This design comes from an exercise in tuning for small area, a short achievable clock period and few clock cycles per item on the open sky130 flow, not from production work. The RTL was checked by simulation tests, not by an equivalence proof against the original design. Power is estimated from default activity; no workload was simulated.

**design/flow/design.v**
```verilog
module rhu_div #(
    parameter W = 18                 
) (
    input  wire [W-1:0] q,
    output wire [W-2:0] rnd
);
    assign rnd = q[W-1:1] + {{(W-2){1'b0}}, q[0]};
endmodule
module motor_ui_core (
    input  wire        clk,
    input  wire        rst,             
    input  wire        op_valid,
    input  wire [15:0] op_word,
    output wire        op_ready,
    output reg         done,
    output reg  [15:0] result,
    output reg         refused,
    output wire [3:0]  col_drive,
    output reg  [13:0] duty_hb,
    output reg  [13:0] duty_boost,
    output reg  [13:0] duty_buck,
    output reg         pwm_out_en,
    output wire [31:0] rpm,
    output reg         running,
    output reg         vth,
    output reg  [16:0] sp_volt,
    output reg  [16:0] sp_speed,
    output reg  [16:0] sp_max,
    output reg  [1:0]  cur_row,
    output reg  [2:0]  cur_col,
    output reg  [19:0] dig_buf,         
    output reg         digit_entered
);
    localparam [16:0] BATT_CV   = 17'd900;
    localparam [16:0] CEIL_CV   = 17'd2400;
    localparam [13:0] DUTY_FULL = 14'd10000;
    localparam [23:0] EP_MAX    = 24'hFFFFFF;
    reg [15:0] hb;
    reg [47:0] hr;
    reg [3:0]  col_oh;                  
    reg [5:0]  qs0, qs1;                
    reg        qin, qout;
    reg        sp_state;                
    reg [23:0] ep;                      
    reg        ep_small;                
    reg [22:0] rpm_r;
    reg        vlow_r, vhigh_r, mzero_r;    
    assign col_drive = col_oh;
    assign rpm       = {9'd0, rpm_r};
    reg        a_v;                     
    reg [15:0] a_w;
    reg       ib_v;                     
    reg       ib_scan, ib_speed, ib_ctrl, ib_edge, ib_pop, ib_reset, ib_ref;
    reg       ib_kdig, ib_kup, ib_kdn, ib_klt, ib_krt, ib_kcom, ib_kstar;
    reg [3:0] ib_lo;                    
    reg       ib_above;                 
    reg       ib_sa;                    
    reg       ready_r;                  
    reg       go_r;                     
    reg       exec;                     
    reg       rst_q;                    
    assign op_ready = ready_r;
    wire accept = op_valid && ready_r && !rst;
    wire b_free = !ib_v || exec;
    wire move   = a_v && b_free;        
    wire [3:0] opc   = a_w[15:12];
    wire       z11_0 = (a_w[11:0] == 12'd0);
    wire [7:0] code  = a_w[7:0];
    wire       d_scan  = (opc == 4'h1) && (a_w[11:4] == 8'd0);
    wire       d_speed = (opc == 4'h2);
    wire       d_ctrl  = (opc == 4'h3) && z11_0;
    wire       d_edge  = (opc == 4'h4) && z11_0;
    wire       d_pop   = (opc == 4'h5) && z11_0;
    wire       d_key   = (opc == 4'h6) && (a_w[11:8] == 4'd0);
    wire       d_reset = (opc == 4'h7) && z11_0;
    wire       d_ref   = !(d_scan | d_speed | d_ctrl | d_edge | d_pop | d_key | d_reset);
    wire       d_kdig  = d_key && (code[7:4] == 4'h3) && (code[3:0] <= 4'd9);
    wire       d_kup   = d_key && (code == 8'h41);
    wire       d_kdn   = d_key && (code == 8'h42);
    wire       d_klt   = d_key && (code == 8'h43);
    wire       d_krt   = d_key && (code == 8'h44);
    wire       d_kcom  = d_key && (code == 8'h23);
    wire       d_kstar = d_key && (code == 8'h2A);
    wire       d_above = (a_w[11:0] >= 12'd1229);
    localparam [1:0] DU_IDLE = 2'd0, DU_RPM = 2'd1, DU_BG = 2'd2;
    reg  [1:0]  du_st;
    reg  [25:0] du_r;                   
    reg  [17:0] du_q;                   
    reg  [4:0]  du_cnt;
    reg         du_nb;                  
    reg         du_neg;                 
    reg         du_mul;                 
    reg         du_sel_ep, du_sel_m, du_sel_v, du_sel_c;   
    reg         rd_done;                
    reg         rd_start;
    wire [16:0] rd_rpm;
    rhu_div #(.W(18)) u_rnd_rpm (.q(du_q), .rnd(rd_rpm));
    localparam [64*23-1:0] RPM_TAB = {
        23'd95238, 23'd96774, 23'd98361, 23'd100000,
        23'd101695, 23'd103448, 23'd105263, 23'd107143,
        23'd109091, 23'd111111, 23'd113208, 23'd115385,
        23'd117647, 23'd120000, 23'd122449, 23'd125000,
        23'd127660, 23'd130435, 23'd133333, 23'd136364,
        23'd139535, 23'd142857, 23'd146341, 23'd150000,
        23'd153846, 23'd157895, 23'd162162, 23'd166667,
        23'd171429, 23'd176471, 23'd181818, 23'd187500,
        23'd193548, 23'd200000, 23'd206897, 23'd214286,
        23'd222222, 23'd230769, 23'd240000, 23'd250000,
        23'd260870, 23'd272727, 23'd285714, 23'd300000,
        23'd315789, 23'd333333, 23'd352941, 23'd375000,
        23'd400000, 23'd428571, 23'd461538, 23'd500000,
        23'd545455, 23'd600000, 23'd666667, 23'd750000,
        23'd857143, 23'd1000000, 23'd1200000, 23'd1500000,
        23'd2000000, 23'd3000000, 23'd6000000, 23'd0
    };
    reg        bb_ok, hb_ok;            
    reg [13:0] p_bb, p_hb;
    reg        bg_job;                  
    wire [13:0] bg_res;
    rhu_div #(.W(15)) u_rnd_duty (.q(du_q[14:0]), .rnd(bg_res));
    wire vmid_r  = !vlow_r && !vhigh_r;
    wire hb_zero = vhigh_r || mzero_r;
    localparam [23:0] RPM_NUM  = 24'd12000000;
    localparam [31:0] RPM_NUMX = {8'd0, RPM_NUM};
    wire        du_bg   = (du_st == DU_BG);
    wire        du_sub  = !du_neg;
    wire [23:0] du_den  = ({24{du_sel_ep}} & ep)
                        | ({24{du_sel_m}}  & {7'd0, sp_max})
                        | ({24{du_sel_v}}  & {7'd0, sp_volt})
                        | ({24{du_sel_c}}  & {7'd0, BATT_CV});
    wire        du_in   = du_bg ? du_q[17] : du_nb;
    wire [26:0] du_p    = du_mul ? {1'b0, du_r} : {du_r, du_in};
    wire [26:0] du_y    = du_mul ? {1'b0, du_r[23:0], 2'b00}
                                 : (du_sub ? ~{3'd0, du_den} : {3'd0, du_den});
    wire [27:0] du_sc   = {du_p, 1'b1} + {du_y, du_sub && !du_mul};
    wire [26:0] du_s    = du_sc[27:1];
    reg [16:0] cv;
    reg [2:0]  cv_i;
    reg        cv_ok;                   
    reg [3:0]  cv_d;
    always @* begin
        case (cv_i)
            3'd0:    cv_d = dig_buf[3:0];
            3'd1:    cv_d = dig_buf[7:4];
            3'd2:    cv_d = dig_buf[11:8];
            3'd3:    cv_d = dig_buf[15:12];
            default: cv_d = dig_buf[19:16];
        endcase
    end
    wire cv_last = !cv_ok && (cv_i == 3'd4);
    localparam [16*8-1:0] KEYMAP = {"D", "C", "B", "A", "#", "9", "6", "3", "0", "8", "5", "2", "*", "7", "4", "1"};
    wire [1:0] scol = {col_oh[3] | col_oh[2], col_oh[3] | col_oh[1]};
    reg  [3:0]  s_b;                    
    reg  [11:0] s_r;                    
    reg  [11:0] s_hr;                   
    reg  [3:0]  s_ev;                   
    integer     ri;
    always @* begin
        s_b = hb[3:0];
        s_r = hr[11:0];
        for (ri = 0; ri < 4; ri = ri + 1) begin
            s_ev[ri] = (ib_lo[ri] != s_b[ri]) && (s_r[3*ri +: 3] == 3'd7);
            s_hr[3*ri +: 3] = (ib_lo[ri] != s_b[ri]) ? 3'd1 :
                              ((s_r[3*ri +: 3] == 3'd7) ? 3'd7 : s_r[3*ri +: 3] + 3'd1);
        end
    end
    wire       e1_v = |s_ev;
    wire [1:0] e1   = s_ev[0] ? 2'd0 : s_ev[1] ? 2'd1 : s_ev[2] ? 2'd2 : 2'd3;
    wire [3:0] s_ev2 = s_ev & ~(4'b0001 << e1);
    wire       e2_v = |s_ev2;
    wire [1:0] e2   = s_ev2[1] ? 2'd1 : s_ev2[2] ? 2'd2 : 2'd3;
    wire       f_in  = qin ? !qs1[5] : !qs0[5];
    wire       f_oth = qin ? !qs0[5] : !qs1[5];
    wire       w1    = e1_v && f_in;
    wire       w2    = e2_v && f_in && f_oth;
    wire [5:0] d1    = {1'b1, ib_lo[e1], scol, e1};
    wire [5:0] d2    = {1'b1, ib_lo[e2], scol, e2};
    wire [5:0] pop_slot = qout ? qs1 : qs0;
    wire rising    = ib_sa && !sp_state;
    wire do_reset  = rst   || (exec && ib_reset);    
    wire do_reset_i = rst_q || (exec && ib_reset);   
    wire do_commit = exec && ib_kcom;
    wire do_digit  = exec && ib_kdig;
    wire do_toggle = exec && (ib_edge || ib_kstar);
    wire commit_v  = do_commit && (cur_row == 2'd0);
    wire commit_sm = do_commit && (cur_row != 2'd0);
    wire do_speed  = exec && ib_speed && !rising;   
    wire bg_last    = du_bg && (du_cnt == 5'd19);
    wire bg_pick    = !du_bg && (!bb_ok || !hb_ok) && !do_commit;
    wire bg_pjob    = bb_ok;            
    wire bg_skip_bb = bg_pick && !bg_pjob && vhigh_r;
    wire bg_skip_hb = bg_pick &&  bg_pjob && (mzero_r || (sp_speed >= sp_max));
    wire bg_start   = bg_pick && !bg_skip_bb && !bg_skip_hb;
    wire bg_abort   = du_bg && ((commit_v && !bg_job) || (commit_sm && bg_job));
    wire bg_fin_bb  = (bg_last && !bg_job) || bg_skip_bb;
    wire bg_fin_hb  = (bg_last &&  bg_job) || bg_skip_hb;
    wire rd_last    = (du_st == DU_RPM) && (du_cnt == 5'd0);
    always @* rd_start = do_reset_i || do_speed || (exec && rising);
    reg a_v_n, ib_v_n, n_sa, n_ctrl, n_kcom;
    reg running_n, vhigh_n, mzero_n;
    reg sp_state_n, ep_small_n, rd_ok_n, bb_ok_n, hb_ok_n, cv_ok_n, go_n;
    always @* begin
        a_v_n  = accept || (a_v && !move);
        ib_v_n = move || (ib_v && !exec);
        n_sa   = move ? (d_speed && d_above) : ib_sa;
        n_ctrl = move ? d_ctrl : ib_ctrl;
        n_kcom = move ? d_kcom : ib_kcom;
        if (do_reset_i)
            sp_state_n = 1'b0;
        else if (exec && rising)
            sp_state_n = 1'b1;
        else if (exec && ib_speed && !ib_above)
            sp_state_n = 1'b0;
        else
            sp_state_n = sp_state;
        if (do_reset_i || (exec && rising))
            ep_small_n = 1'b1;
        else if (do_speed)
            ep_small_n = ep_small && (ep[5:0] != 6'd63);
        else
            ep_small_n = ep_small;
        rd_ok_n = ep_small_n || (!rd_start && !bg_start && !do_reset_i && (rd_done || rd_last));
        bb_ok_n = do_reset_i || (!commit_v  && (bb_ok || bg_fin_bb));
        hb_ok_n = do_reset_i || (!commit_sm && (hb_ok || bg_fin_hb));
        cv_ok_n = do_reset_i || do_commit || (!do_digit && (cv_ok || cv_last));
        if (do_reset)
            running_n = 1'b0;
        else if (do_toggle)
            running_n = !running && !vth;
        else
            running_n = running;
        vhigh_n = do_reset_i ? 1'b0 : (commit_v ? (cv >  CEIL_CV) : vhigh_r);
        mzero_n = do_reset_i ? 1'b1 : ((commit_sm && cur_row == 2'd2) ? (cv == 17'd0) : mzero_r);
        go_n    = !((n_sa && !sp_state_n && !rd_ok_n)
                  || (n_ctrl && running_n && ((!bb_ok_n && !vhigh_n)
                                             || (!hb_ok_n && !vhigh_n && !mzero_n)))
                  || (n_kcom && !cv_ok_n));
    end
    always @(posedge clk) begin
        rst_q <= rst;
        if (rst) begin
            a_v     <= 1'b0;
            ib_v    <= 1'b0;
            ready_r <= 1'b1;
            go_r    <= 1'b1;
            exec    <= 1'b0;
        end else begin
            a_v     <= a_v_n;
            ib_v    <= ib_v_n;
            ready_r <= !a_v_n || !ib_v_n || go_n;
            go_r    <= go_n;
            exec    <= ib_v_n && go_n;
        end
        if (accept)
            a_w <= op_word;
        if (move) begin
            ib_scan  <= d_scan;
            ib_speed <= d_speed;
            ib_ctrl  <= d_ctrl;
            ib_edge  <= d_edge;
            ib_pop   <= d_pop;
            ib_reset <= d_reset;
            ib_ref   <= d_ref;
            ib_kdig  <= d_kdig;
            ib_kup   <= d_kup;
            ib_kdn   <= d_kdn;
            ib_klt   <= d_klt;
            ib_krt   <= d_krt;
            ib_kcom  <= d_kcom;
            ib_kstar <= d_kstar;
            ib_lo    <= a_w[3:0];
            ib_above <= d_above;
            ib_sa    <= d_speed && d_above;
        end
        done <= !rst && exec;
        if (exec)
            refused <= ib_ref;
        if (exec && ib_pop)
            result <= pop_slot[5] ? {6'd0, 1'b1, pop_slot[4], KEYMAP[8*pop_slot[3:0] +: 8]} : 16'd0;
        if (exec) begin
            if (ib_scan) begin
                hb <= {ib_lo, hb[15:4]};
                hr <= {s_hr, hr[47:12]};
                if (w1) begin
                    if (qin) qs1 <= d1;
                    else     qs0 <= d1;
                end
                if (w2) begin
                    if (qin) qs0 <= d2;
                    else     qs1 <= d2;
                end
                qin    <= qin ^ (w1 && !w2);
                col_oh <= {col_oh[2:0], col_oh[3]};
            end
            if (ib_speed) begin
                if (rising) begin
                    rpm_r    <= ep_small ? RPM_TAB[23*ep[5:0] +: 23] : {6'd0, rd_rpm};
                    ep       <= 24'd1;
                    ep_small <= 1'b1;
                    sp_state <= 1'b1;
                end else begin
                    if (!ib_above)
                        sp_state <= 1'b0;
                    if (!(sp_state && ib_above) && (ep > 24'd1000))
                        rpm_r <= 23'd0;
                    if (ep != EP_MAX)
                        ep <= ep + 24'd1;
                    ep_small <= ep_small_n;
                end
            end
            if (ib_ctrl) begin
                vth <= vhigh_r;
                if (running) begin
                    duty_buck    <= vlow_r ? p_bb : (vmid_r ? DUTY_FULL : 14'd0);
                    duty_boost   <= vmid_r ? p_bb : 14'd0;
                    duty_hb      <= hb_zero ? 14'd0 : p_hb;
                    pwm_out_en   <= 1'b1;
                end else begin
                    duty_buck    <= 14'd0;
                    duty_boost   <= 14'd0;
                    duty_hb      <= 14'd0;
                    pwm_out_en   <= 1'b0;
                end
                if (digit_entered) begin
                    if (cur_col != 3'd4)
                        cur_col <= cur_col + 3'd1;
                    digit_entered <= 1'b0;
                end
            end
            if (ib_pop) begin
                if (pop_slot[5]) begin
                    if (qout) qs1 <= 6'd0;
                    else      qs0 <= 6'd0;
                    qout <= !qout;
                end
            end
            if (ib_kdig) begin
                case (cur_col)
                    3'd0: dig_buf[3:0]   <= ib_lo;
                    3'd1: dig_buf[7:4]   <= ib_lo;
                    3'd2: dig_buf[11:8]  <= ib_lo;
                    3'd3: dig_buf[15:12] <= ib_lo;
                    default: dig_buf[19:16] <= ib_lo;
                endcase
                digit_entered <= 1'b1;
            end
            if (ib_kup && cur_row != 2'd0)
                cur_row <= cur_row - 2'd1;
            if (ib_kdn && cur_row != 2'd2)
                cur_row <= cur_row + 2'd1;
            if (ib_klt && cur_col != 3'd0)
                cur_col <= cur_col - 3'd1;
            if (ib_krt && cur_col != 3'd4)
                cur_col <= cur_col + 3'd1;
            if (ib_kcom) begin
                case (cur_row)
                    2'd0: begin
                        sp_volt <= cv;
                        vlow_r  <= (cv <= BATT_CV);
                        vhigh_r <= (cv >  CEIL_CV);
                    end
                    2'd1: sp_speed <= cv;
                    default: begin
                        sp_max  <= cv;
                        mzero_r <= (cv == 17'd0);
                    end
                endcase
                dig_buf       <= 20'd0;
                cur_row       <= (cur_row == 2'd2) ? 2'd0 : cur_row + 2'd1;
                cur_col       <= 3'd0;
                digit_entered <= 1'b0;
            end
            if (ib_edge || ib_kstar) begin
                if (running)
                    running <= 1'b0;
                else if (!vth)
                    running <= 1'b1;
            end
        end
        if (do_reset_i) begin
            hb            <= 16'd0;
            hr            <= {16{3'd7}};
            qs0           <= 6'd0;
            qs1           <= 6'd0;
            qin           <= 1'b0;
            qout          <= 1'b0;
            sp_state      <= 1'b0;
            ep            <= 24'd1;
            ep_small      <= 1'b1;
            vlow_r        <= 1'b1;
            vhigh_r       <= 1'b0;
            mzero_r       <= 1'b1;
        end
        if (do_reset) begin
            col_oh        <= 4'b0001;
            rpm_r         <= 23'd0;
            cur_row       <= 2'd0;
            cur_col       <= 3'd0;
            dig_buf       <= 20'd0;
            digit_entered <= 1'b0;
            sp_volt       <= 17'd0;
            sp_speed      <= 17'd0;
            sp_max        <= 17'd0;
            running       <= 1'b0;
            vth           <= 1'b0;
            duty_hb       <= 14'd0;
            duty_boost    <= 14'd0;
            duty_buck     <= 14'd0;
            pwm_out_en    <= 1'b0;
            result        <= 16'd0;
            refused       <= 1'b0;
        end
        if (do_reset_i || do_commit) begin
            cv    <= 17'd0;
            cv_ok <= 1'b1;
        end else if (do_digit) begin
            cv    <= 17'd0;
            cv_i  <= 3'd0;
            cv_ok <= 1'b0;
        end else if (!cv_ok) begin
            cv    <= cv * 17'd10 + {13'd0, cv_d};
            cv_i  <= cv_i + 3'd1;
            if (cv_last)
                cv_ok <= 1'b1;
        end
        if (do_reset_i) begin
            bb_ok   <= 1'b1;
            hb_ok   <= 1'b1;
            p_bb    <= 14'd0;
            p_hb    <= DUTY_FULL;
            du_st   <= DU_IDLE;
            du_mul  <= 1'b0;
            rd_done <= 1'b0;
        end else begin
            if (bg_start || (bg_pick && !bg_start))
                bg_job <= bg_pjob;
            if (bg_skip_bb)
                bb_ok <= 1'b1;
            if (bg_skip_hb) begin
                hb_ok <= 1'b1;
                p_hb  <= DUTY_FULL;
            end
            if (du_bg) begin
                du_cnt <= du_cnt + 5'd1;
                if (du_cnt == 5'd3)
                    du_mul <= 1'b0;
                if (!du_mul && !bg_last)
                    du_neg <= du_s[26];
                if (du_cnt == 5'd3) begin
                    du_r <= {10'd0, du_s[25:10]};
                    du_q <= {du_s[9:0], 8'd0};
                end else if (du_mul) begin
                    du_r <= du_s[25:0];
                end else if (!bg_last) begin
                    du_r <= du_s[25:0];
                    du_q <= {du_q[16:0], !du_s[26]};
                end
                if (bg_last) begin
                    du_st <= DU_IDLE;
                    if (bg_job) begin p_hb <= bg_res; hb_ok <= 1'b1; end
                    else        begin p_bb <= bg_res; bb_ok <= 1'b1; end
                end
                if (bg_abort)
                    du_st <= DU_IDLE;
            end else if (bg_start) begin
                du_st   <= DU_BG;
                du_cnt  <= 5'd0;
                du_mul  <= 1'b1;
                du_neg  <= 1'b0;
                du_sel_ep <= 1'b0;
                du_sel_m  <= bg_pjob;
                du_sel_v  <= !bg_pjob && !vlow_r;
                du_sel_c  <= !bg_pjob &&  vlow_r;
                du_r    <= {9'd0, (bg_pjob ? sp_speed : (vlow_r ? sp_volt : sp_volt - BATT_CV))};
                rd_done <= 1'b0;
            end else if (rd_start || (du_st == DU_IDLE && !ep_small && !rd_done)) begin
                du_st   <= DU_RPM;
                du_mul  <= 1'b0;
                du_neg  <= 1'b0;
                du_sel_ep <= 1'b1;
                du_sel_m  <= 1'b0;
                du_sel_v  <= 1'b0;
                du_sel_c  <= 1'b0;
                du_r    <= {2'd0, RPM_NUM >> 18};
                du_cnt  <= 5'd17;
                du_nb   <= RPM_NUM[17];
                rd_done <= 1'b0;
            end else if (du_st == DU_RPM) begin
                du_r    <= du_s[25:0];
                du_neg  <= du_s[26];
                du_q    <= {du_q[16:0], !du_s[26]};
                du_cnt  <= du_cnt - 5'd1;
                du_nb   <= RPM_NUMX[du_cnt - 5'd1];
                if (rd_last) begin
                    du_st   <= DU_IDLE;
                    rd_done <= 1'b1;
                end
            end
            if (rd_start)
                rd_done <= 1'b0;
            if (commit_v)
                bb_ok <= 1'b0;
            if (commit_sm)
                hb_ok <= 1'b0;
        end
    end
endmodule
```
**design/flow/flow/run.sh**
```bash
#!/bin/bash
set -euo pipefail
args=()
while IFS= read -r line; do
  [[ -z "$line" || "$line" == \#* ]] && continue
  args+=("$line")
done < flow/make_args.txt
bash standard.sh "${args[@]}" finish > layout_make.log 2>&1
```
**design/flow/flow/make_args.txt**
```
SETUP_SLACK_MARGIN=6.7
BUFFER_PORTS_ARGS=-buffer_cell sky130_fd_sc_hd__buf_2
```
**design/flow/standard.sh**
```bash
#!/bin/bash
# synth_recipe.tcl (not shown) runs the flow's synth.tcl, then flattens the netlist and writes it again
# the make line also repeats each setting of config.mk as NAME=value (left out here)
make -C /OpenROAD-flow-scripts/flow DESIGN_CONFIG=/design/flow/config.mk WORK_HOME=/design/flow/orfs CLKGATE_MAP_FILE= SYNTH_SCRIPT=/design/flow/synth_recipe.tcl "${@:-finish}"
```
**design/flow/config.mk**
```make
export PLATFORM = sky130hd
export DESIGN_NAME = motor_ui_core
export DESIGN_NICKNAME = motor_ui_core
export VERILOG_FILES = /design/flow/design.v
export SDC_FILE = /design/flow/constraint.sdc
export NUM_CORES = 4
export LEC_CHECK = 0
export ABC_AREA = 1
export CAP_MARGIN = 20
export CORE_MARGIN = 2
export CORE_UTILIZATION = 40
export CTS_BUF_LIST = sky130_fd_sc_hd__clkbuf_16
export CTS_CLUSTER_DIAMETER = 75
export CTS_CLUSTER_SIZE = 28
export SLEW_MARGIN = 20
```
**design/flow/constraint.sdc**
```tcl
create_clock -name core_clock -period 10.0 [get_ports {clk}]
set_input_delay 2.0000 -clock core_clock [delete_from_list [all_inputs] [get_ports {clk}]]
set_output_delay 2.0000 -clock core_clock [all_outputs]
set_load 0.01 [all_outputs]
```
==> results.py, run 1 <==
metrics = {
    "logic_synthesis": {
        "muxShareOfSynthArea_pct": 0.04144,
        "synth_top_family_by_area": "simple AND/OR/NAND/NOR gates",
        "synth_fa_ha_area_share_pct": 6.309,
        "synth-xor-area-share_pct": 3.217,
        "synth_compound_area_share_pct": 18.66,
        "synth-seq-cells": 419,
        "syn_area_per_cell_um2": 7.174,
        "yosys_warnings": 1,
        "synth_cells": 3367,
        "ys.flop_type": "dfxtp_1",
        "seq_area_frac_synth_pct": 38.54,
        "synth_enable_flop_cells": 92,
        "synthArstFlopShare_pct": 0,
        "syn_area_mm2": 0.02415,
        "yosys.area_share.simple_pct": 24.70,
        "synthDistinctLibCells": 69,
    },
    "power": {
        "power.internal_mw": 2.744,
        "netSwitchingFraction_pct": 30.37,
        "peakVddDrop_uv": 141.3,
        "pwr-share-seq_pct": 45.7,
        "powerDensity_mw_per_mm2": 142.7,
        "power_switching_mw": 1.197,
        "p_total_mw": 3.940,
        "clock_power_share_pct": 38.3,
        "p_leak_nw": 12.02,
        "combPwrFrac_pct": 16.0,
    },
    "worst_setup_path": {
        "path_delay_family": "flip-flops",
        "crit_fanout": 4,
        "crit_path_end_kind": "output port",
        "start_kind": "register",
        "path_cells": "buf_2",
        "cpPeakStageDelay_ps": 490,
        "slowest_stage": "dfxtp_1",
        "crit_arrival_ps": 1270,
        "worstPathRequired_ps": 8000,
        "crit_type": "reg -> out",
        "critPathBufInv": 1,
    },
    "timing": {
        "report.final.slew_viol_count": 0,
        "finalHoldViolations": 0,
        "tns_ps": 0,
        "fin_crit_sh_pct": 32.70,
        "worstMarginPinSlew_ps": 1027,
        "maxSlewHeadroom_pct": 31.16,
        "max_freq_mhz": 305.8,
        "skew_ps": 41.57,
        "setup_viol_count_final": 0,
        "fin_crit_ps": 3270,
        "rsz0062_at_grt": "yes",
    },
    "drt": {
        "vias": 22901,
        "drtAntennaViolNets": 0,
        "dr.pass1.iters": 6,
        "viasPerCell": 5.325,
        "route.detailed.drc": 0,
        "routed_wirelength_um": 78220,
        "drtIter0Drc": 1913,
        "drt-wirelength-per-cell_um": 18.19,
    },
    "grt": {
        "grt_util_all_layers_pct": 24.31,
        "grt_pass1_wl_um": 121300,
        "antenna_found_initial": 0,
        "grt_overflow_total": 0,
        "grt_pass1_vias": 21491,
        "grt_max_degree": 66,
    },
    "floorplan": {
        "die_area_mm2": 0.06237,
        "start_util_pct": 40.24,
        "die_w_um": 249.7,
        "io_pins": 196,
        "fp.dieH_um": 249.7,
        "coreArea_mm2": 0.06002,
        "row_count": 90,
    },
    "cts": {
        "clockBufferDepth": 3,
        "ctsHtreeMaxLevel": 2,
        "clk_latency_ps": 580,
        "hold_buffers": 0,
        "path_clk_slew_ps": 100,
        "root_buffer": "clkbuf_16",
        "cts_sinks": 419,
        "cts_tree": "yes",
        "cts_buffers": 34,
    },
    "placement": {
        "hpwl_um": 58000,
        "port_buffers": 179,
        "gp_congestion": 0.9724,
        "dp_cells": 4219,
    },
    "job": {
        "maxCapViolCount": 0,
    },
    "layout": {
        "nFillCells": 6199,
        "nets": 3633,
        "fin_util_pct": 46.00,
        "final-seq-area_mm2": 0.009319,
        "final_common_cell": "nand2_1",
        "syn_to_final_growth_pct": 14.29,
        "multi_input_area_mm2": 0.01337,
        "final_cell_mix": "nand2_1 (751), inv_1 (346), nor2_1 (344), a21oi_1 (323), dfxtp_1 (319)",
        "finalNonFillerCells": 4301,
        "final_layout_size_suffix_gt1_share_pct": 12.13,
        "diodes": 0,
    },
    "outcome": {
        "status": "finished clean",
    },
    "hold_path": {
        "hold_class": "reg -> reg",
    },
}
[repair_timing]
| action | in CTS | in global routing |
|---|---|---|
| endpoints found under the setup margin | 146 | 126 |
| gates cloned | 1 | 1 |
| gates resized for setup | 23 | 112 |
| pin swaps | 2 | 12 |
| hold endpoints to repair | 0 | 0 |
| buffers inserted | 5 | 14 |
[stage by stage]
| stage | setup slack, ps | hold WS (ps) | instance area, um^2 |
|---|---|---|---|
| after global routing | 6549 | 480.5 | 27610 |
| after CTS | 6671 | 464.0 | 26980 |
| after detailed placement | 5951 | 449.7 | 25630 |
| final | 6730 | 461.9 | 27610 |
| after floorplan | 6860 | 406.4 | 24210 |
| after global placement | 5988 | 448.9 | 25630 |
[final timing paths]
path / start / to / slack [ps] / cells after the start
worst max-delay path: sp_speed[4]$_SDFFE_PP0P_ / sp_speed[4] / 6730 / 1
worst min-delay path: rpm_r[18]$_SDFFE_PP0P_ / rpm_r[18]$_SDFFE_PP0P_ / 460 / 2
worst max register to register: du_sel_m$_SDFFCE_PN0P_ / du_r[0]$_DFFE_PP_ / 6780 / 16
worst min register to register: rpm_r[18]$_SDFFE_PP0P_ / rpm_r[18]$_SDFFE_PP0P_ / 460 / 2
[power groups by stage]
stage	clock network [mW]	registers [mW]	logic, mW
global route	1.60	1.81	0.691
detailed placement	0	1.84	0.540
finish	1.51	1.80	0.629
floorplan	0	1.83	0.395
CTS	1.54	1.80	0.545
global placement	0	1.84	0.542
[sequential cells by signal, summed over array words and instances (netlist names), 16 cells and up]
signal,flops
hr,48
cv,17
rpm_r,23
du_r,26
dig_buf,20
sp_speed,17
du_q,18
sp_volt,17
sp_max,17
ep,24
a_w,16
hb,16
[routing by layer]
layer,vias to the layer above,share of wire [%],track usage [%]
li1,11482,-,-
met1,10626,45,32.46
met2,650,46,39.72
met3,143,5.5,3.609
met4,0,3.7,9.174
met5,-,0,0
[synthesized netlist by cell type, drive strengths merged (8+ instances only)]
| cell | number | share of area, % |
|---|---|---|
| nand3 | 178 | 3.8 |
| nand2 | 777 | 12 |
| o211ai | 40 | 1.3 |
| nor2 | 365 | 6.0 |
| o21ai | 265 | 5.5 |
| xnor2 | 19 | 0.69 |
| or2 | 8 | 0.21 |
| clkbuf | 96 | 1.5 |
| inv | 360 | 5.6 |
| o221ai | 17 | 0.62 |
| dfxtp | 327 | 27 |
| a22oi | 39 | 1.2 |
| a21o | 8 | 0.25 |
| edfxtp | 92 | 11 |
| nand4 | 33 | 0.85 |
| ha | 117 | 6.1 |
| xor2 | 68 | 2.5 |
| buf | 53 | 1.3 |
| clkinv | 8 | 0.12 |
| o22ai | 19 | 0.49 |
| o21bai | 15 | 0.50 |
| nor4 | 12 | 0.31 |
| nor3 | 52 | 1.1 |
| a21oi | 338 | 7.1 |
[final cells by class]
type | count | area share, %
sequential | 419 | 33.76
clock inverter | 25 | 1.151
timing repair buffer | 223 | 4.614
multi-input combinational | 2447 | 48.44
tap | 782 | 3.544
inverter | 368 | 5.203
timing repair inverter | 1 | 0.02719
clock buffer | 36 | 3.263
[logic make-up after synthesis]
logic type               count (synthesis)
AND/OR/NAND/NOR                       1433
AO/OA/AOI/OAI                          789
buffers and inverters                  517
flip-flops                             419
adder cells (fa/ha/maj)                120
XOR/XNOR                                87
other                                    1
multiplexers                             1
Testbench counts, summed over its fixed seeds: cycles 24,865, ops 24,000.
==> run 2, diff against run 1 <==
--- a/design/flow/config.mk
+++ b/design/flow/config.mk
@@ -10,6 +10,6 @@
 export CORE_MARGIN = 2
 export CORE_UTILIZATION = 40
 export CTS_BUF_LIST = sky130_fd_sc_hd__clkbuf_16
-export CTS_CLUSTER_DIAMETER = 75
-export CTS_CLUSTER_SIZE = 28
+export CTS_CLUSTER_DIAMETER = 60
+export CTS_CLUSTER_SIZE = 20
 export SLEW_MARGIN = 20
==> run 2 against run 1 <==
  * Die area stayed put
  * Non-clock buffer count down 5
  * Critical endpoint is now sp_volt[6]
  * Power increased by 0.17%
==> results.py, run 2 <==
metrics = {
    "placement": {
        "hpwl_um": 58000,
        "port_buffers": 179,
        "place_ws_ps": 5951,
        "gp_congestion": 0.9724,
    },
    "worst_setup_path": {
        "path_delay_family": "flip-flops",
        "start_kind": "register",
        "crit_fanout": 5,
        "reg2reg_depth": 20,
        "worstPathRequired_ps": 8000,
        "crit_path_end_kind": "output port",
        "cpPeakStageDelay_ps": 480,
        "path_depth": 1,
        "crit_arrival_ps": 1250,
        "critPathBufInv": 1,
        "slowest_stage": "dfxtp_1",
        "crit_type": "reg -> out",
        "path_cells": "buf_2",
    },
    "logic_synthesis": {
        "synth-seq-cells": 419,
        "synth_cells": 3367,
        "yosys_warnings": 1,
        "ys.flop_type": "dfxtp_1",
        "synthArstFlopShare_pct": 0,
        "synthDistinctLibCells": 69,
        "synth_top_area_cell": "dfxtp_1",
        "synth_area_leaders": "dfxtp_1 (27%), nand2_1 (12%), edfxtp_1 (11%), a21oi_1 (7.0%), ha_1 (6.1%)",
        "netlist.area_leader.share_pct": 27.10,
        "yosysMostFrequentCell": "nand2_1",
        "synth_enable_flop_cells": 92,
        "syn_area_mm2": 0.02415,
        "syn_area_per_cell_um2": 7.174,
        "synth_commonest_cells": "nand2_1 (769), nor2_1 (353), inv_1 (348), a21oi_1 (336), dfxtp_1 (327)",
        "seq_area_frac_synth_pct": 38.54,
    },
    "grt": {
        "antenna_found_initial": 0,
        "grt_pass1_vias": 21526,
        "grt_util_all_layers_pct": 24.37,
        "grt_max_degree": 66,
        "grt_overflow_total": 0,
        "grt_pass1_wl_um": 122100,
    },
    "drt": {
        "viasPerCell": 5.298,
        "drtIter0Drc": 1828,
        "route.detailed.drc": 0,
        "dr.pass1.iters": 6,
        "drt-wirelength-per-cell_um": 18.11,
        "routed_wirelength_um": 77950,
        "drtAntennaViolNets": 0,
        "vias": 22798,
    },
    "timing": {
        "maxSlewHeadroom_pct": 34.37,
        "report.final.slew_viol_count": 0,
        "setup_viol_count_final": 0,
        "fin_crit_sh_pct": 32.47,
        "finalHoldViolations": 0,
        "rsz0062_at_grt": "yes",
        "tns_ps": 0,
        "worstMarginPinSlew_ps": 979.1,
        "skew_ps": 47.14,
        "fin_crit_ps": 3247,
        "max_freq_mhz": 308.0,
        "setup_slack_ps": 6753,
    },
    "layout": {
        "largest_reg_flops": 48,
        "max_flop_register": "hr",
        "nets": 3631,
        "syn_to_final_growth_pct": 13.83,
        "final_common_cell": "nand2_1",
        "diodes": 0,
        "reg_top3": "hr: 48 flops, du_r: 26 flops, ep: 24 flops",
        "nFillCells": 6206,
        "final_layout_size_suffix_gt1_share_pct": 11.73,
        "final_cell_mix": "nand2_1 (756), inv_1 (350), nor2_1 (345), a21oi_1 (328), dfxtp_1 (318)",
        "fin_util_pct": 45.81,
    },
    "power": {
        "p_leak_nw": 12.02,
        "p_total_mw": 3.947,
        "powerDensity_mw_per_mm2": 143.6,
        "peakVddDrop_uv": 159.0,
    },
    "cts": {
        "root_buffer": "clkbuf_16",
        "clockBufferDepth": 3,
        "cts_tree": "yes",
        "ctsHtreeMaxLevel": 2,
        "hold_buffers": 0,
        "clk_latency_ps": 600,
        "cts_sinks": 419,
        "cts_buffers": 38,
        "path_clk_slew_ps": 80,
    },
    "floorplan": {
        "die_w_um": 249.7,
        "fp.dieH_um": 249.7,
        "start_util_pct": 40.24,
        "io_pins": 196,
        "row_count": 90,
        "die_area_mm2": 0.06237,
        "coreArea_mm2": 0.06002,
    },
    "outcome": {
        "status": "finished clean",
    },
    "job": {
        "maxCapViolCount": 0,
    },
    "hold_path": {
        "hold_class": "reg -> reg",
        "min_path_cells": 2,
    },
}
run 2: cell counts after synthesis:
Identical to the previous run, type by type.
run 2: path summary, 6_finish.rpt:
check	start	to	slack, ps
worst max-delay path	sp_volt[6]$_SDFFE_PP0P_	sp_volt[6]	6750
worst min-delay path	rpm_r[18]$_SDFFE_PP0P_	rpm_r[18]$_SDFFE_PP0P_	460
worst max register to register	du_sel_ep$_SDFFCE_PP0P_	du_r[7]$_DFFE_PP_	6820
worst min register to register	rpm_r[18]$_SDFFE_PP0P_	rpm_r[18]$_SDFFE_PP0P_	460
run 2: power breakdown:
group          internal (mW)  switching [mW]
logic                  0.197           0.403
clock network          0.784           0.763
registers               1.77          0.0281
run 2: tightest hold or removal path, delay by kind of cell (launching register included):
family,cells,cell delay (ps)
AOI/OAI and AO/OA,1,50
and+or+nand+nor,1,60
DFF,1,310
run 2: timing repair:
action                                 4_1_cts  5_1_grt
cloned                                       1        0
pin swaps                                    2        6
endpoints found under the hold margin        0        0
buffers inserted                             5        9
setup endpoints to repair                  147      125
gates resized for setup                     24       81
run 2: layer usage:
metal,global-route usage [%],wire length (um)
met5,0,0
met2,40.09,35900
met3,3.744,4258
met4,7.762,2411
met1,32.78,35380
run 2: area by class of cell:
cell class,instances,area (um^2),area share (%)
multi-input cells,2447,13220,48.07
flip-flops and latches,419,9320,33.90
inverters,368,1436,5.224
repair buffers,218,1242,4.519
clock buffers,40,1001,3.641
well taps,782,978.4,3.559
clock inverters,29,300.3,1.092
run 2: logic make-up (layout without fill, tap and decap cells):
kind of cell	count (synthesis)	after routing	share of synthesized area [%]
multiplexers	1	1	0.04144
AO/OA/AOI/OAI	789	789	18.66
adder cells (fa/ha/maj)	120	120	6.309
XOR/XNOR	87	87	3.217
flip-flops	419	419	38.54
AND/OR/NAND/NOR	1433	1434	24.70
buffers and inverters	517	655	8.521
other	1	16	0.01553
run 2: per-stage QoR:
step | hold WS, ps | instances | cell area [um^2]
2_1_floorplan | 406.4 | 3382 | 24210
3_3_place_gp | 448.9 | 4219 | 25630
3_5_place_dp | 449.7 | 4219 | 25630
4_1_cts | 463.1 | 4294 | 27090
5_1_grt | 482.4 | 4303 | 27490
6_report | 462.6 | 4303 | 27490
==> run 3, diff against run 2 <==
==> design/flow/flow/make_args.txt (replaced) <==
SETUP_SLACK_MARGIN=6.8
BUFFER_PORTS_ARGS=-buffer_cell sky130_fd_sc_hd__buf_2
--- a/design/flow/config.mk
+++ b/design/flow/config.mk
@@ -12,4 +12,5 @@
 export CTS_BUF_LIST = sky130_fd_sc_hd__clkbuf_16
 export CTS_CLUSTER_DIAMETER = 60
 export CTS_CLUSTER_SIZE = 20
+export PLACE_DENSITY = 0.7
 export SLEW_MARGIN = 20
==> run 3 against run 2 <==
  * Clock-buffer cell count decreased by 3
  * Clock skew decreased by 11 ps
  * Cell count about the same
  * Highest routed layer unchanged
==> results.py, run 3 <==
metrics = {
    "timing": {
        "tns_ps": 0,
        "fin_crit_sh_pct": 31.84,
        "setup_viol_count_final": 0,
        "fin_crit_ps": 3184,
        "report.final.slew_viol_count": 0,
        "worstMarginPinSlew_ps": 1038,
        "maxSlewHeadroom_pct": 30.55,
        "skew_ps": 36.44,
        "hold_slack_ps": 460.3,
        "finalHoldViolations": 0,
        "max_freq_mhz": 314.0,
        "rsz0062_at_grt": "yes",
    },
    "placement": {
        "port_buffers": 179,
        "dp_cells": 4215,
        "gp_congestion": 0.9979,
        "hpwl_um": 56120,
        "placed_area_mm2": 0.02559,
    },
    "logic_synthesis": {
        "synth_top_area_cell": "dfxtp_1",
        "syn_area_mm2": 0.02415,
        "ys.flop_type": "dfxtp_1",
        "yosys.area_share.simple_pct": 24.70,
        "synth_cells": 3367,
        "muxShareOfSynthArea_pct": 0.04144,
        "synthArstFlopShare_pct": 0,
        "seq_area_frac_synth_pct": 38.54,
        "netlist.area_leader.share_pct": 27.10,
        "synth_enable_flop_cells": 92,
        "synth_fa_ha_area_share_pct": 6.309,
        "synth_top_family_by_area": "simple AND/OR/NAND/NOR gates",
        "syn_area_per_cell_um2": 7.174,
        "synth-xor-area-share_pct": 3.217,
        "yosys_warnings": 1,
        "synth_commonest_cells": "nand2_1 (769), nor2_1 (353), inv_1 (348), a21oi_1 (336), dfxtp_1 (327)",
        "synth-seq-cells": 419,
        "synth_compound_area_share_pct": 18.66,
        "synthDistinctLibCells": 69,
        "synth_area_leaders": "dfxtp_1 (27%), nand2_1 (12%), edfxtp_1 (11%), a21oi_1 (7.0%), ha_1 (6.1%)",
        "yosysMostFrequentCell": "nand2_1",
    },
    "cts": {
        "root_buffer": "clkbuf_16",
        "cts_buffers": 37,
        "path_clk_slew_ps": 80,
        "hold_buffers": 0,
        "ctsHtreeMaxLevel": 2,
        "cts_tree": "yes",
        "clk_latency_ps": 590,
        "cts_sinks": 419,
        "clockBufferDepth": 3,
    },
    "worst_setup_path": {
        "reg2reg_depth": 18,
        "crit_arrival_ps": 1180,
        "crit_type": "reg -> out",
        "start_kind": "register",
        "crit_path_end_kind": "output port",
        "path_cells": "buf_2",
        "critPathBufInv": 1,
        "cpPeakStageDelay_ps": 430,
        "path_delay_family": "flip-flops",
        "slowest_stage": "dfxtp_2",
        "path_depth": 1,
        "worstPathRequired_ps": 8000,
        "crit_fanout": 5,
    },
    "layout": {
        "max_flop_register": "hr",
        "finalNonFillerCells": 4307,
        "largest_reg_flops": 48,
        "nets": 3637,
        "final_layout_size_suffix_gt1_share_pct": 13.67,
        "fin_area_mm2": 0.02773,
        "reg_top3": "hr: 48 flops, du_r: 26 flops, ep: 24 flops",
        "syn_to_final_growth_pct": 14.78,
        "final_cell_mix": "nand2_1 (751), inv_1 (345), nor2_1 (344), a21oi_1 (321), dfxtp_1 (279)",
        "diodes": 0,
        "final_common_cell": "nand2_1",
    },
    "floorplan": {
        "row_count": 90,
        "io_pins": 196,
        "die_w_um": 249.7,
        "start_util_pct": 40.24,
        "die_area_mm2": 0.06237,
        "fp.dieH_um": 249.7,
        "coreArea_mm2": 0.06002,
    },
    "drt": {
        "drtIter0Drc": 2115,
        "viasPerCell": 5.398,
        "route.detailed.drc": 0,
        "drtAntennaViolNets": 0,
        "drt-wirelength-per-cell_um": 17.80,
        "vias": 23251,
        "dr.pass1.iters": 6,
        "routed_wirelength_um": 76650,
    },
    "hold_path": {
        "hold_class": "reg -> reg",
        "min_path_cells": 2,
    },
    "power": {
        "p_total_mw": 3.927,
        "peakVddDrop_uv": 135.4,
        "powerDensity_mw_per_mm2": 141.6,
        "p_leak_nw": 12.04,
    },
    "grt": {
        "grt_max_degree": 88,
        "grt_pass1_wl_um": 119000,
        "grt_overflow_total": 0,
        "antenna_found_initial": 1,
        "grt_pass1_vias": 21488,
        "grt_util_all_layers_pct": 23.69,
    },
    "outcome": {
        "status": "finished clean",
    },
    "job": {
        "maxCapViolCount": 0,
    },
}
## run 3: cell count changes in the layout (fill, tap and decap cells not counted), sizes merged
| cell | before | now |
|---|---|---|
| inv | 375 | 368 |
| buf | 216 | 222 |
| clkbuf | 42 | 38 |
| clkinv | 18 | 21 |
| clkinvlp | 3 | 6 |
| bufinv | 1 | 3 |
| nor2 | 366 | 367 |
## run 3: final timing paths
| check | start | endpoint | slack, ps |
|---|---|---|---|
| worst max register to register | ep[0]$_SDFFE_PN1P_ | du_r[9]$_DFFE_PP_ | 6860 |
| worst max-delay path | sp_volt[6]$_SDFFE_PP0P_ | sp_volt[6] | 6820 |
| worst min register to register | p_hb[6]$_SDFF_PN0_ | p_hb[6]$_SDFF_PN0_ | 460 |
| worst min-delay path | p_hb[6]$_SDFF_PN0_ | p_hb[6]$_SDFF_PN0_ | 460 |
## run 3: power by group
group	switching [mW]	internal, mW
Combinational	0.411	0.214
Clock	0.718	0.785
Sequential	0.0281	1.77
Total	1.16	2.77
## run 3: worst min-delay path, cell delays in order, from the launching register on
cell	delay, ps
dfxtp_1	310
nand2_1	60
a21oi_1	50
## run 3: metrics by stage
stage / utilization, % / worst slack (ps)
4_1_cts: 45.15 / 6800
6_report: 46.19 / 6816
5_1_grt: 46.19 / 6730
2_1_floorplan: - / 6860
3_3_place_gp: 42.63 / 5362
3_5_place_dp: 42.63 / 5321
## run 3: cell type report
class | count | area [um^2]
fillers | 6011 | 32290
flip-flops and latches | 419 | 9376
repair buffers | 223 | 1272
clock buffers | 37 | 925.9
repair inverters | 1 | 5.005
clock inverters | 29 | 322.8
inverters | 368 | 1419
well taps | 782 | 978.4
multi-input cells | 2448 | 13430
## run 3: layer usage
metal,track usage (%),wire length [um],vias up
met2,39.08,35690,748
met5,0,0,-
met1,30.96,33070,10873
li1,-,-,11485
met3,4.015,5202,145
met4,9.071,2687,0
## run 3: cells by family (layout without fill, tap and decap cells)
group                      count (synthesis)  in the layout
adders and majority gates                120            120
other                                      1             16
AOI/OAI and AO/OA                        789            789
muxes                                      1              1
DFF                                      419            419
xor gates and xnor gates                  87             87
buffers and inverters                    517            658
and+or+nand+nor                         1433           1435
## run 3: timing repair
action	4_1_cts	5_1_grt
pin swaps	2	15
endpoints found under the setup margin	226	94
resized for setup	68	112
cloned	2	1
setup buffers	10	13
==> run 4, diff against run 3 <==
--- a/design/flow/config.mk
+++ b/design/flow/config.mk
@@ -12,5 +12,4 @@
 export CTS_BUF_LIST = sky130_fd_sc_hd__clkbuf_16
 export CTS_CLUSTER_DIAMETER = 60
 export CTS_CLUSTER_SIZE = 20
-export PLACE_DENSITY = 0.7
 export SLEW_MARGIN = 20
==> run 4 against run 3 <==
  * Sequential cell count unchanged
  * Largest cell class unchanged
  * Clock-buffer cell count rose by 3
  * First-iteration DRC count down 13%
  * Cell count rose by 0.12%
==> results.py, run 4 <==
metrics = {
    "outcome": {
        "status": "finished clean",
    },
    "worst_setup_path": {
        "r2r-start": "ep[5]$_SDFFE_PN0P_",
        "cpPeakStageDelay_ps": 440,
        "crit_path_end_kind": "output port",
        "r2r_slack_ps": 6900,
        "reg2reg_depth": 16,
        "path_delay_family": "flip-flops",
        "slowest_stage": "dfxtp_1",
        "r2r_end": "du_r[16]$_DFFE_PP_",
        "worstPathRequired_ps": 8000,
        "crit_arrival_ps": 1170,
        "critPathBufInv": 1,
        "crit_fanout": 5,
        "path_cells": "buf_2",
        "start_kind": "register",
        "crit_type": "reg -> out",
    },
    "drt": {
        "drtIter0Drc": 1836,
        "route.detailed.drc": 0,
        "wl_met3_um": 4467,
        "dr.pass1.iters": 8,
        "drt-wirelength-per-cell_um": 18.24,
        "highest-signal-layer": "met4",
        "viasPerCell": 5.342,
        "routed_wirelength_um": 78650,
        "vias": 23035,
        "wl_met2_um": 36350,
        "drtAntennaViolNets": 0,
        "wl_met1_um": 35410,
    },
    "power": {
        "p_total_mw": 3.980,
        "powerDensity_mw_per_mm2": 142.9,
        "peakVddDrop_uv": 158.7,
        "p_leak_nw": 12.09,
    },
    "grt": {
        "antenna_found_initial": 0,
        "grt_pass1_vias": 21524,
        "grt_overflow_total": 0,
        "grt_pass1_wl_um": 122200,
        "grt_util_all_layers_pct": 24.40,
        "grt_max_degree": 66,
    },
    "logic_synthesis": {
        "netlist.area_leader.share_pct": 27.10,
        "synth_commonest_cells": "nand2_1 (769), nor2_1 (353), inv_1 (348), a21oi_1 (336), dfxtp_1 (327)",
        "synth_area_leaders": "dfxtp_1 (27%), nand2_1 (12%), edfxtp_1 (11%), a21oi_1 (7.0%), ha_1 (6.1%)",
        "synth-seq-cells": 419,
        "seq_area_frac_synth_pct": 38.54,
        "synth_top_area_cell": "dfxtp_1",
        "syn_area_mm2": 0.02415,
        "yosys_warnings": 1,
        "ys.flop_type": "dfxtp_1",
        "synthArstFlopShare_pct": 0,
        "yosysMostFrequentCell": "nand2_1",
        "syn_area_per_cell_um2": 7.174,
        "synth_enable_flop_cells": 92,
        "synthDistinctLibCells": 69,
        "synth_cells": 3367,
    },
    "cts": {
        "clk_latency_ps": 600,
        "cts_buffers": 38,
        "hold_buffers": 0,
        "cts_tree": "yes",
        "root_buffer": "clkbuf_16",
        "clockBufferDepth": 3,
        "path_clk_slew_ps": 80,
        "cts_sinks": 419,
        "ctsHtreeMaxLevel": 2,
    },
    "layout": {
        "finalNonFillerCells": 4312,
        "final_layout_size_suffix_gt1_share_pct": 13.77,
        "max_flop_register": "hr",
        "final_cell_mix": "nand2_1 (750), inv_1 (345), nor2_1 (345), a21oi_1 (323), dfxtp_1 (283)",
        "reg_top3": "hr: 48 flops, du_r: 26 flops, ep: 24 flops",
        "syn_to_final_growth_pct": 15.34,
        "nFillCells": 6154,
        "nets": 3640,
        "final_common_cell": "nand2_1",
        "largest_reg_flops": 48,
        "diodes": 0,
    },
    "placement": {
        "hpwl_um": 58000,
        "port_buffers": 179,
        "dp_cells": 4219,
        "gp_congestion": 0.9724,
    },
    "timing": {
        "fin_crit_ps": 3174,
        "skew_ps": 48.40,
        "max_freq_mhz": 315.1,
        "rsz0062_at_grt": "yes",
        "tns_ps": 0,
        "fin_crit_sh_pct": 31.74,
        "maxSlewHeadroom_pct": 34.18,
        "setup_viol_count_final": 0,
        "finalHoldViolations": 0,
        "report.final.slew_viol_count": 0,
        "worstMarginPinSlew_ps": 982.0,
    },
    "hold_path": {
        "min_to": "rpm_r[18]$_SDFFE_PP0P_",
        "holdCritStartpoint": "rpm_r[18]$_SDFFE_PP0P_",
        "min_path_cells": 2,
        "hold_class": "reg -> reg",
    },
    "floorplan": {
        "fp.dieH_um": 249.7,
        "coreArea_mm2": 0.06002,
        "io_pins": 196,
        "start_util_pct": 40.24,
        "die_area_mm2": 0.06237,
        "row_count": 90,
        "die_w_um": 249.7,
    },
    "job": {
        "maxCapViolCount": 0,
    },
}
run 4: cell counts after synthesis:
No cell type changed its count.
run 4: timing repair:
| action | 4_1_cts | 5_1_grt |
|---|---|---|
| pin swaps | 2 | 19 |
| resized for setup | 71 | 118 |
| hold endpoints to repair | 0 | 0 |
| gates cloned | 1 | 1 |
| endpoints found under the setup margin | 178 | 120 |
| setup buffers | 7 | 15 |
run 4: worst max path at each step:
stage | cells past startpoint | from | to
6_report | 1 | sp_volt[15]$_SDFFE_PP0P_ | sp_volt[15]
5_1_grt | 21 | du_sel_m$_SDFFCE_PN0P_ | du_r[9]$_DFFE_PP_
4_1_cts | 18 | du_sel_m$_SDFFCE_PN0P_ | du_r[15]$_DFFE_PP_
3_5_place_dp | 6 | rst | duty_boost[4]$_SDFFE_PP0P_
3_3_place_gp | 6 | rst | duty_buck[6]$_SDFFE_PP0P_
2_1_floorplan | 21 | du_st[0]$_SDFFE_PN0P_ | du_r[7]$_DFFE_PP_
run 4: logic make-up (layout without fill, tap and decap cells):
kind of cell | after synthesis | after routing | synth area share (%)
xor gates and xnor gates | 87 | 87 | 3.217
muxes | 1 | 1 | 0.04144
adders and majority gates | 120 | 120 | 6.309
DFF | 419 | 419 | 38.54
AOI/OAI and AO/OA | 789 | 789 | 18.66
and+or+nand+nor | 1433 | 1434 | 24.70
other | 1 | 16 | 0.01553
buffers and inverters | 517 | 664 | 8.521
run 4: area by class of cell:
type	count	area, um^2	area share, %
Clock inverter	29	300.3	1.078
Clock buffer	40	1001	3.593
Timing Repair Buffer	226	1313	4.711
Multi-Input combinational cell	2447	13460	48.30
Tap cell	782	978.4	3.512
Inverter	368	1433	5.142
Timing Repair inverter	1	5.005	0.01796
Sequential cell	419	9374	33.65
run 4: power breakdown:
group / internal, mW / switching [mW]
Clock: 0.783 / 0.758
Combinational: 0.219 / 0.420
Sequential: 1.77 / 0.0284
run 4: stage by stage:
step	cell area (um^2)	worst slack, ps	util, %	hold WS [ps]
final	27860	6826	46.42	462.4
after global routing	27860	6702	46.42	482.4
after floorplan	24210	6860	-	406.4
after CTS	27250	6799	45.40	463.1
after detailed placement	25630	5951	42.70	449.7
after global placement	25630	5988	42.70	448.9
run 4: metal layers:
metal  global-route usage [%]  vias to the layer above
met5                        0                        -
met4                    7.659                        0
met3                    3.703                      126
met2                    40.16                      678
met1                    32.88                    10737
li1                         -                    11494
run 4: worst reg2reg max path: stages (launching register included):
cell,delay (ps)
dfxtp_1,690
nand2_1,250
o221ai_2,130
xor2_1,190
o21bai_1,80
inv_1,90
ha_4,230
a21oi_4,190
o21ai_1,100
o21bai_4,210
nand2_1,90
nand2_2,80
xor2_2,210
nand2_1,100
nand2_1,60
nand2_1,100
nand2_1,70
==> run 5, diff against run 4 <==
--- a/design/flow/config.mk
+++ b/design/flow/config.mk
@@ -6,6 +6,7 @@
 export NUM_CORES = 4
 export LEC_CHECK = 0
 export ABC_AREA = 1
+export ABC_CLOCK_PERIOD_IN_PS = 3300
 export CAP_MARGIN = 20
 export CORE_MARGIN = 2
 export CORE_UTILIZATION = 40
==> run 5 against run 4 <==
  * Cell area stayed put
  * Hold slack stayed put
  * Highest routed layer unchanged
  * Cell count stayed put
  * Combinational power hardly changed
  * Critical path type unchanged
  * Still clean on timing, DRC and antenna
==> results.py, run 5 <==
metrics = {
    "outcome": {
        "status": "finished clean",
    },
    "power": {
        "combPwrFrac_pct": 16.0,
        "netSwitchingFraction_pct": 30.31,
        "peakVddDrop_uv": 158.7,
        "power.internal_mw": 2.774,
        "powerDensity_mw_per_mm2": 142.9,
        "clock_power_share_pct": 38.7,
        "pwr-share-seq_pct": 45.2,
        "power_switching_mw": 1.206,
        "p_leak_nw": 12.09,
    },
    "drt": {
        "routed_wirelength_um": 78650,
        "drtIter0Drc": 1836,
        "drtAntennaViolNets": 0,
        "viasPerCell": 5.342,
        "drt-wirelength-per-cell_um": 18.24,
        "dr.pass1.iters": 8,
        "wl_met2_um": 36350,
        "route.detailed.drc": 0,
        "highest-signal-layer": "met4",
        "wl_met1_um": 35410,
        "vias": 23035,
        "wl_met3_um": 4467,
    },
    "timing": {
        "skew_ps": 48.40,
        "setup_slack_ps": 6826,
        "max_freq_mhz": 315.1,
        "worstMarginPinSlew_ps": 982.0,
        "finalHoldViolations": 0,
        "maxSlewHeadroom_pct": 34.18,
        "fin_crit_ps": 3174,
        "report.final.slew_viol_count": 0,
        "setup_viol_count_final": 0,
        "fin_crit_sh_pct": 31.74,
        "rsz0062_at_grt": "yes",
        "tns_ps": 0,
    },
    "worst_setup_path": {
        "crit_type": "reg -> out",
        "crit_path_end": "sp_volt[15]",
        "slowest_stage": "dfxtp_1",
        "path_delay_family": "flip-flops",
        "critPathBufInv": 1,
        "crit_path_end_kind": "output port",
        "crit_start": "sp_volt[15]$_SDFFE_PP0P_",
        "start_kind": "register",
        "reg2reg_depth": 16,
        "cpPeakStageDelay_ps": 440,
        "path_depth": 1,
        "worstPathRequired_ps": 8000,
        "crit_fanout": 5,
        "path_cells": "buf_2",
        "r2r_end": "du_r[16]$_DFFE_PP_",
        "r2r-start": "ep[5]$_SDFFE_PN0P_",
        "r2r_slack_ps": 6900,
        "crit_arrival_ps": 1170,
    },
    "layout": {
        "fin_area_mm2": 0.02786,
        "final_cell_mix": "nand2_1 (750), inv_1 (345), nor2_1 (345), a21oi_1 (323), dfxtp_1 (283)",
        "reg_top3": "hr: 48 flops, du_r: 26 flops, ep: 24 flops",
        "fin_util_pct": 46.42,
        "nets": 3640,
        "finalNonFillerCells": 4312,
        "final_common_cell": "nand2_1",
        "max_flop_register": "hr",
        "largest_reg_flops": 48,
        "diodes": 0,
        "final_layout_size_suffix_gt1_share_pct": 13.77,
        "nFillCells": 6154,
        "syn_to_final_growth_pct": 15.34,
    },
    "cts": {
        "clockBufferDepth": 3,
        "cts_tree": "yes",
        "cts_sinks": 419,
        "root_buffer": "clkbuf_16",
        "ctsHtreeMaxLevel": 2,
        "cts_buffers": 38,
        "hold_buffers": 0,
        "path_clk_slew_ps": 80,
        "clk_latency_ps": 600,
    },
    "logic_synthesis": {
        "muxShareOfSynthArea_pct": 0.04144,
        "syn_area_mm2": 0.02415,
        "synth_compound_area_share_pct": 18.66,
        "synth_cells": 3367,
        "yosys.area_share.simple_pct": 24.70,
        "synth_enable_flop_cells": 92,
        "synth-xor-area-share_pct": 3.217,
        "yosysMostFrequentCell": "nand2_1",
        "synth_commonest_cells": "nand2_1 (769), nor2_1 (353), inv_1 (348), a21oi_1 (336), dfxtp_1 (327)",
        "yosys_warnings": 1,
        "synthDistinctLibCells": 69,
        "ys.flop_type": "dfxtp_1",
        "synth_area_leaders": "dfxtp_1 (27%), nand2_1 (12%), edfxtp_1 (11%), a21oi_1 (7.0%), ha_1 (6.1%)",
        "seq_area_frac_synth_pct": 38.54,
        "netlist.area_leader.share_pct": 27.10,
        "syn_area_per_cell_um2": 7.174,
        "synth_fa_ha_area_share_pct": 6.309,
        "synth_top_family_by_area": "simple AND/OR/NAND/NOR gates",
        "synth-seq-cells": 419,
        "synth_top_area_cell": "dfxtp_1",
        "synthArstFlopShare_pct": 0,
    },
    "placement": {
        "placed_area_mm2": 0.02563,
        "gp_congestion": 0.9724,
        "dp_cells": 4219,
        "place_ws_ps": 5951,
        "port_buffers": 179,
        "hpwl_um": 58000,
    },
    "grt": {
        "grt_util_all_layers_pct": 24.40,
        "antenna_found_initial": 0,
        "grt_pass1_wl_um": 122200,
        "grt_overflow_total": 0,
        "grt_pass1_vias": 21524,
        "grt_max_degree": 66,
    },
    "floorplan": {
        "fp.dieH_um": 249.7,
        "die_area_mm2": 0.06237,
        "die_w_um": 249.7,
        "start_util_pct": 40.24,
        "coreArea_mm2": 0.06002,
        "row_count": 90,
        "io_pins": 196,
    },
    "hold_path": {
        "hold_class": "reg -> reg",
    },
    "job": {
        "maxCapViolCount": 0,
    },
}
==> run 5: cell families (layout without fill, tap and decap cells) <==
family	Yosys count	count (layout)
buffers and inverters	517	664
multiplexers	1	1
XOR/XNOR	87	87
AND/OR/NAND/NOR	1433	1434
AO/OA/AOI/OAI	789	789
other	1	16
adder cells (fa/ha/maj)	120	120
flip-flops	419	419
==> run 5: metal layers <==
layer / GRT usage (%) / vias up
met5: 0 / -
met4: 7.659 / 0
met3: 3.703 / 126
met2: 40.16 / 678
met1: 32.88 / 10737
li1: - / 11494
==> run 5: through the flow <==
stage / hold WS (ps) / power [mW]
finish: 462.4 / 3.980
floorplan: 406.4 / 2.224
global placement: 448.9 / 2.381
detailed placement: 449.7 / 2.379
global route: 482.4 / 4.151
CTS: 463.1 / 3.940
==> run 5: layout make-up <==
| cell class | instances | area, um^2 | share of cell area, % |
|---|---|---|---|
| clock inverters | 29 | 300.3 | 1.078 |
| repair inverters | 1 | 5.005 | 0.01796 |
| multi-input cells | 2447 | 13460 | 48.30 |
| flip-flops and latches | 419 | 9374 | 33.65 |
| clock buffers | 40 | 1001 | 3.593 |
| well taps | 782 | 978.4 | 3.512 |
| inverters | 368 | 1433 | 5.142 |
| repair buffers | 226 | 1313 | 4.711 |
==> run 5: how the worst min path moves through the flow <==
stage                            from                     end  depth (start not counted)
4_1_cts        rpm_r[18]$_SDFFE_PP0P_  rpm_r[18]$_SDFFE_PP0P_                          2
5_1_grt            hb[6]$_SDFFE_PN0P_      hb[6]$_SDFFE_PN0P_                          2
3_5_place_dp         a_w[0]$_DFFE_PP_      ib_lo[0]$_DFFE_PP_                          0
6_report       rpm_r[18]$_SDFFE_PP0P_  rpm_r[18]$_SDFFE_PP0P_                          2
3_3_place_gp      hr[38]$_SDFFE_PN1P_     hr[38]$_SDFFE_PN1P_                          2
2_1_floorplan        bb_ok$_SDFF_PN1_        bg_job$_DFFE_PP_                          0
==> run 5: power groups by stage <==
stage	Combinational (mW)	Clock, mW	Sequential [mW]
2_1_floorplan	0.395	0	1.83
3_3_place_gp	0.542	0	1.84
3_5_place_dp	0.540	0	1.84
4_1_cts	0.560	1.58	1.80
5_1_grt	0.700	1.65	1.81
6_report	0.638	1.54	1.80
==> run 5: repair_timing <==
action,in CTS,in global routing
pin swaps,2,19
gates resized for setup,71,118
setup endpoints to repair,178,120
cloned,1,1
hold endpoints to repair,0,0
buffers inserted,7,15
==> run 6, diff against run 5 <==
--- a/design/flow/config.mk
+++ b/design/flow/config.mk
@@ -5,7 +5,7 @@
 export SDC_FILE = /design/flow/constraint.sdc
 export NUM_CORES = 4
 export LEC_CHECK = 0
-export ABC_AREA = 1
+export ABC_AREA = 0
 export ABC_CLOCK_PERIOD_IN_PS = 3300
 export CAP_MARGIN = 20
 export CORE_MARGIN = 2
==> run 6 against run 5 <==
  * Critical endpoint is now du_r[15]$_DFFE_PP_
  * Critical path type is now reg -> reg
  * Synthesized area down 1.4%
  * Setup slack worse by 410 ps
  * Still clean
  * Die area fell by 1.3%
  * Power is 11% higher
  * First-iteration DRC count is 26% higher
==> results.py, run 6 <==
metrics = {
    "power": {
        "peakVddDrop_uv": 118.2,
        "combPwrFrac_pct": 21.1,
        "power_switching_mw": 1.393,
        "power.internal_mw": 3.011,
        "netSwitchingFraction_pct": 31.63,
        "clock_power_share_pct": 37.8,
        "powerDensity_mw_per_mm2": 155.2,
        "p_leak_nw": 11.16,
        "pwr-share-seq_pct": 41.1,
    },
    "layout": {
        "final_layout_size_suffix_gt1_share_pct": 19.88,
        "final_cell_mix": "nand2_1 (456), nor2_1 (316), dfxtp_1 (247), a21oi_1 (241), buf_2 (159)",
        "max_flop_register": "hr",
        "nFillCells": 5626,
        "final_common_cell": "nand2_1",
        "syn_to_final_growth_pct": 19.12,
        "multi_input_area_mm2": 0.01428,
        "final-seq-area_mm2": 0.009489,
        "nets": 3219,
        "largest_reg_flops": 48,
        "reg_top3": "hr: 48 flops, du_r: 26 flops, ep: 24 flops",
        "diodes": 0,
    },
    "floorplan": {
        "io_pins": 196,
        "die_area_mm2": 0.06153,
        "coreArea_mm2": 0.05891,
        "row_count": 89,
        "die_w_um": 248.0,
        "fp.dieH_um": 248.0,
        "start_util_pct": 40.44,
    },
    "timing": {
        "report.final.slew_viol_count": 0,
        "fin_crit_sh_pct": 35.83,
        "worstMarginPinSlew_ps": 1101,
        "tns_ps": 0,
        "setup_viol_count_final": 0,
        "fin_crit_ps": 3583,
        "rsz0062_at_grt": "yes",
        "finalHoldViolations": 0,
        "maxSlewHeadroom_pct": 26.22,
        "skew_ps": 48.64,
    },
    "logic_synthesis": {
        "synth_top_family_by_area": "simple AND/OR/NAND/NOR gates",
        "synth_top_area_cell": "dfxtp_1",
        "synth_area_leaders": "dfxtp_1 (27%), edfxtp_1 (12%), nand2_1 (7.4%), ha_1 (6.1%), a21oi_1 (5.5%)",
        "synth_commonest_cells": "nand2_1 (467), dfxtp_1 (327), nor2_1 (322), a21oi_1 (263), o21ai_0 (166)",
        "synthDistinctLibCells": 99,
        "yosysMostFrequentCell": "nand2_1",
        "yosys.area_share.simple_pct": 21.49,
        "muxShareOfSynthArea_pct": 2.279,
        "synth-xor-area-share_pct": 4.706,
        "synth_enable_flop_cells": 92,
        "syn_area_per_cell_um2": 8.147,
        "synth-seq-cells": 419,
        "seq_area_frac_synth_pct": 39.08,
        "ys.flop_type": "dfxtp_1",
        "yosys_warnings": 1,
        "syn_area_mm2": 0.02382,
        "synth_fa_ha_area_share_pct": 6.486,
        "synthArstFlopShare_pct": 0,
        "netlist.area_leader.share_pct": 27.48,
        "synth_compound_area_share_pct": 21.09,
    },
    "cts": {
        "clockBufferDepth": 3,
        "clk_latency_ps": 610,
        "cts_buffers": 41,
        "root_buffer": "clkbuf_16",
        "cts_sinks": 419,
        "cts_tree": "yes",
        "path_clk_slew_ps": 80,
    },
    "worst_setup_path": {
        "crit_fanout": 6,
        "path_cells": "buf_4 -> buf_4 -> a222oi_1 -> xnor2_1 -> o21ai_1 -> ha_4 -> and3_1 -> and3_2 -> a211oi_4 -> buf_4 -> o21ai_2 -> xnor2_2 -> o221ai_1",
        "critPathBufInv": 3,
        "crit_path_end_kind": "register",
        "r2r_end": "du_r[15]$_DFFE_PP_",
        "r2r_slack_ps": 6420,
        "crit_type": "reg -> reg",
        "cpPeakStageDelay_ps": 470,
        "start_kind": "register",
        "crit_arrival_ps": 3880,
        "slowest_stage": "edfxtp_1",
        "r2r-start": "du_sel_ep$_SDFFCE_PP0P_",
        "path_delay_family": "compound AO/OA/AOI/OAI gates",
        "cp_common_cell": "buf_4",
        "worstPathRequired_ps": 10300,
    },
    "hold_path": {
        "min_path_cells": 2,
        "min_to": "qs0[0]$_SDFFE_PN0P_",
        "holdCritStartpoint": "qs0[0]$_SDFFE_PN0P_",
        "hold_class": "reg -> reg",
    },
    "outcome": {
        "status": "finished clean",
    },
    "grt": {
        "grt_util_all_layers_pct": 26.16,
        "grt_pass1_wl_um": 124900,
        "grt_max_degree": 106,
        "grt_overflow_total": 0,
        "antenna_found_initial": 0,
        "grt_pass1_vias": 21333,
    },
    "drt": {
        "drtIter0Drc": 2305,
        "drt-wirelength-per-cell_um": 21.33,
        "viasPerCell": 5.850,
        "dr.pass1.iters": 7,
        "route.detailed.drc": 0,
        "vias": 22735,
        "drtAntennaViolNets": 0,
    },
    "placement": {
        "hpwl_um": 59130,
        "port_buffers": 179,
        "gp_congestion": 0.9829,
    },
    "job": {
        "maxCapViolCount": 0,
    },
}
## run 6: how the worst max path moves through the flow
stage                                    end                    start  slack, ps
after floorplan           du_r[15]$_DFFE_PP_   du_sel_v$_SDFFCE_PN0P_       6740
after global placement     du_r[7]$_DFFE_PP_    du_st[0]$_SDFFE_PN0P_       6020
after detailed placement  du_r[18]$_DFFE_PP_    du_st[0]$_SDFFE_PN0P_       5880
after CTS                   du_neg$_DFFE_PP_   du_sel_m$_SDFFCE_PN0P_       6520
after global routing      du_r[14]$_DFFE_PP_   du_sel_m$_SDFFCE_PN0P_       6260
final                     du_r[15]$_DFFE_PP_  du_sel_ep$_SDFFCE_PP0P_       6420
## run 6: repair_timing
| item | in CTS | in global routing |
|---|---|---|
| hold buffers | 0 | 0 |
| resized for setup | 221 | 106 |
| endpoints found under the setup margin | 257 | 215 |
| gates cloned | 1 | 0 |
| pin swaps | 83 | 70 |
| hold endpoints to repair | 0 | 0 |
| setup buffers | 53 | 27 |
## run 6: worst min-delay path, stage by stage (launching register included)
cell and delay (ps):
dfxtp_1 310, nand2_1 50, nand2_1 50
## run 6: area by class of cell
cell class                 count  area share, %
multi-input combinational   2244          50.33
sequential                   419          33.44
timing repair buffer         284          6.521
clock buffer                  41          3.615
tap                          773          3.408
clock inverter                35          1.433
inverter                      90          1.252
## run 6: kinds of logic (layout without fill, tap and decap cells)
logic type,after synthesis,in the layout
other,1,16
AOI/OAI and AO/OA,786,787
DFF,419,419
adders and majority gates,122,122
xor gates and xnor gates,128,128
and+or+nand+nor,1145,1145
muxes,46,46
buffers and inverters,277,450
## run 6: power by group through the flow
stage	registers (mW)	logic, mW	clock network (mW)
global placement	1.86	0.679	0
detailed placement	1.86	0.686	0
finish	1.81	0.929	1.66
floorplan	1.84	0.512	0
global route	1.82	0.998	1.76
CTS	1.81	0.811	1.69
## run 6: stage by stage
step	util [%]	cell area [um^2]	hold WS (ps)	cells	setup WS [ps]
global route	48.17	28380	463.4	3886	6265
CTS	47.11	27750	445.7	3859	6521
finish	48.17	28380	450.5	3886	6417
floorplan	-	24050	411.6	2939	6735
global placement	42.81	25220	426.8	3729	6015
detailed placement	42.82	25220	433.7	3729	5877
## run 6: routing by layer
| layer | up-vias | global-route usage, % | routed length (um) |
|---|---|---|---|
| li1 | 10700 | - | - |
| met1 | 10947 | 35.58 | 35060 |
| met2 | 941 | 40.84 | 37170 |
| met3 | 147 | 4.816 | 6996 |
| met4 | 0 | 10.66 | 3653 |
| met5 | - | 0 | 0 |

Check on run 6: ideal ports give 6.417 ns setup slack; a clkbuf_16 on the clock port and buf_2 on the inputs give 6.417 ns; moving port delays by the midpoint clock arrival (0.653 ns) as well gives 6.384 ns.
